From an optimization exercise on the open Yosys and OpenROAD flow, aimed at small area, a short achievable clock period and few clock cycles per item; shortcuts taken in it are not production practice.
Only simulation tests tie the RTL to the original design; equivalence was not proved.

Setup of the baseline:
// intgemm_mul8_tile
module intgemm_mul8_tile (
    input  wire          clk,
    input  wire          rst,          
    input  wire          in_valid,
    output reg           in_ready,
    input  wire          in_last,
    input  wire [127:0]  in_a,         
    input  wire [1023:0] in_b,         
    output reg           out_valid,
    input  wire          out_ready,
    output wire [255:0]  out_t         
);
    wire take = in_valid && in_ready && !rst;
    reg          s1_valid;
    reg          s1_last;
    reg [191:0]  s1_e;         
    reg [1023:0] s1_b;
    reg [127:0]  s1_w;         
    reg          fresh;        
    reg          pend;         
    reg          sk_valid;     
    reg          zero_acc;     
    wire drain    = out_valid && out_ready;
    wire res      = pend && (!sk_valid || drain);       
    wire out_load = !out_valid || out_ready;
    wire out_from_sk = sk_valid;
    wire sk_load  = !sk_valid || out_ready;
    wire s1_valid_n  = take;
    wire s1_vl       = s1_valid && s1_last;
    wire fresh_n     = rst || (s1_valid ? s1_last : fresh);
    wire pend_n      = !rst && (s1_vl || (pend && !res));
  ...
Size in the first run: roughly 1400 I/O pins.
export LEC_CHECK = 0
export CAP_MARGIN = 20
export CORE_MARGIN = 6
export CORE_UTILIZATION = 55
export CTS_CLUSTER_DIAMETER = 55
export CTS_CLUSTER_SIZE = 36
export PLACE_DENSITY = 0.65
export SLEW_MARGIN = 20
create_clock -name core_clock -period 30.0 [get_ports {clk}]
standard.sh (not shown) runs the stock make flow with config.mk's settings and CLKGATE_MAP_FILE= SYNTH_SCRIPT=/design/flow/synth_recipe.tcl, a recipe that flattens the netlist after the stock synthesis.
==> flow/flow/run.sh <==
#!/bin/bash
# Layout flow: the standard ORFS flow (standard.sh, all steps unchanged)
# with these make variables set:
#  - SYNTH_ARGS=-noabc: Yosys's synth skips its early generic ABC pass, so
#    extract_fa finds the RTL's full adders as written (same registers);
#  - BUFFER_PORTS_ARGS: port buffers are buf_4 cells;
#  - REMOVE_ABC_BUFFERS=1: the floorplan step drops ABC's buffers and lets
#    the placement-aware repair buffer the nets;
#  - SETUP_SLACK_MARGIN: repair_timing works towards a shorter period than
#    the 30 ns clock (the constraints are unchanged);
#  - PRE_DETAIL_PLACE_TCL: flow/move_obufs.tcl puts each output-port buffer
#    next to the register that drives it before detailed placement.
# make's full output goes to flow.log here; each ORFS step logs under orfs/logs.
set -uo pipefail
cd "$(dirname "$0")/.."
bash standard.sh SYNTH_ARGS=-noabc \
  "BUFFER_PORTS_ARGS=-buffer_cell sky130_fd_sc_hd__buf_4" \
  REMOVE_ABC_BUFFERS=1 \
  SETUP_SLACK_MARGIN=22.3 \
  "PRE_DETAIL_PLACE_TCL=$PWD/flow/move_obufs.tcl" finish > flow.log 2>&1
status=$?
tail -20 flow.log
exit $status
==> flow/flow/move_obufs.tcl <==
# Before detailed placement: put each output-port buffer on top of the cell
# that drives it (detailed placement then legalizes), so that the register
# behind an output drives a short wire and the buffer drives the long wire
# to the pin. Nothing else moves; the netlist is unchanged.
set block [ord::get_db_block]
set moved 0
foreach inst [$block getInsts] {
  set oterm [$inst findITerm X]
  if {$oterm == "NULL"} { continue }
  set onet [$oterm getNet]
  if {$onet == "NULL"} { continue }
  set isport 0
  foreach bt [$onet getBTerms] {
    if {[$bt getIoType] == "OUTPUT"} { set isport 1 }
  }
  if {!$isport} { continue }
  set aterm [$inst findITerm A]
  if {$aterm == "NULL"} { continue }
  set inet [$aterm getNet]
  if {$inet == "NULL"} { continue }
  set drv ""
  foreach it [$inet getITerms] {
    if {[$it isOutputSignal]} { set drv [$it getInst] }
  }
  if {$drv == ""} { continue }
  set loc [$drv getLocation]
  $inst setLocation [lindex $loc 0] [lindex $loc 1]
  incr moved
}
puts "move_obufs: moved $moved output buffers next to their drivers"
Both conditions hold for the baseline: the flow ran to the end and the final layout passed the timing, design-rule and antenna checks.
Testbench counts of the baseline, summed over its fixed seeds: cycles 9,357, items 9,320.
## Diff of input files: the candidate against the baseline
-- flow/flow/run.sh --
<<< the baseline, line 6
#  - BUFFER_PORTS_ARGS: port buffers are buf_4 cells;
>>> the candidate, line 6
#  - BUFFER_PORTS_ARGS: port buffers are buf_1 cells (outputs become buf_4, see below);
<<< the baseline, line 11
#  - PRE_DETAIL_PLACE_TCL: flow/move_obufs.tcl puts each output-port buffer
>>> the candidate, line 11
#  - PRE_DETAIL_PLACE_TCL: flow/move_obufs.tcl makes each output-port buffer a buf_4 and puts it
<<< the baseline, line 17
  "BUFFER_PORTS_ARGS=-buffer_cell sky130_fd_sc_hd__buf_4" \
>>> the candidate, line 17
  "BUFFER_PORTS_ARGS=-buffer_cell sky130_fd_sc_hd__buf_1" \
-- flow/flow/move_obufs.tcl --
<<< the baseline, line 1
# Before detailed placement: put each output-port buffer on top of the cell
# that drives it (detailed placement then legalizes), so that the register
# behind an output drives a short wire and the buffer drives the long wire
# to the pin. Nothing else moves; the netlist is unchanged.
>>> the candidate, line 1
# Before detailed placement (detailed placement then legalizes):
#  - each output-port buffer becomes a buf_4 and is put on top of the cell
#    that drives it, so the register behind an output drives a short wire
#    and the buffer drives the long wire to the pin;
#  - input-port buffers stay as placed (buf_1, from BUFFER_PORTS_ARGS); the
#    later repair steps size them up where timing needs it.
<<< the baseline, line 6
>>> the candidate, line 8
set db [ord::get_db]
set obuf [$db findMaster sky130_fd_sc_hd__buf_4]
<<< the baseline, line 26
>>> the candidate, line 30
  if {[[$inst getMaster] getName] == "sky130_fd_sc_hd__buf_1"} {
    $inst swapMaster $obuf
  }
==> comparison <==
Setup WNS the baseline -> the candidate: better
Delta (the candidate minus the baseline): clock buffer count in the final layout has increased; aggregate routed wire length has decreased; final worst-path cycle share has remained practically unchanged.
Sort the baseline and the candidate by area added between synthesis and finish, descending, and the baseline comes first.
The baseline and the candidate ended up with roughly the same first-pass GRT wire length.
Between the baseline and the candidate, the difference in fmax is negligible.
The candidate against the baseline: source-to-sink clock delay at the later pin of the worst-skew pair about even; hold slack rose 0.0050 ns.

## port drivers added, routing unchanged
How much do the figures lean on ideal ports? The routed layouts below were timed once more, with nothing changed but the port constraints.
Step 1 sets driving cells, clkbuf_16 on the clock port and buf_2 on the other inputs (assumed; they add their load-dependent delay and slew).
Step 2 also shifts input and output timing later by t, the mid clock arrival at the registers, as if the neighbouring blocks saw the same clock.
Slacks: ideal / step 1 / step 2; pairs: ideal / step 1.
run | t, ns | slack for setup (ns) | hold WS [ns]
the baseline | 1.187 | 22.127 / 21.979 / 21.121 | 0.517 / 0.517 / 0.517
the candidate | 1.191 | 22.137 / 21.992 / 21.224 | 0.522 / 0.522 / 0.522
After both steps setup and hold are still met in every run listed. The setup slack of the baseline, which loses most, moves by -0.148 ns with the drivers and by -1.006 ns with both steps.
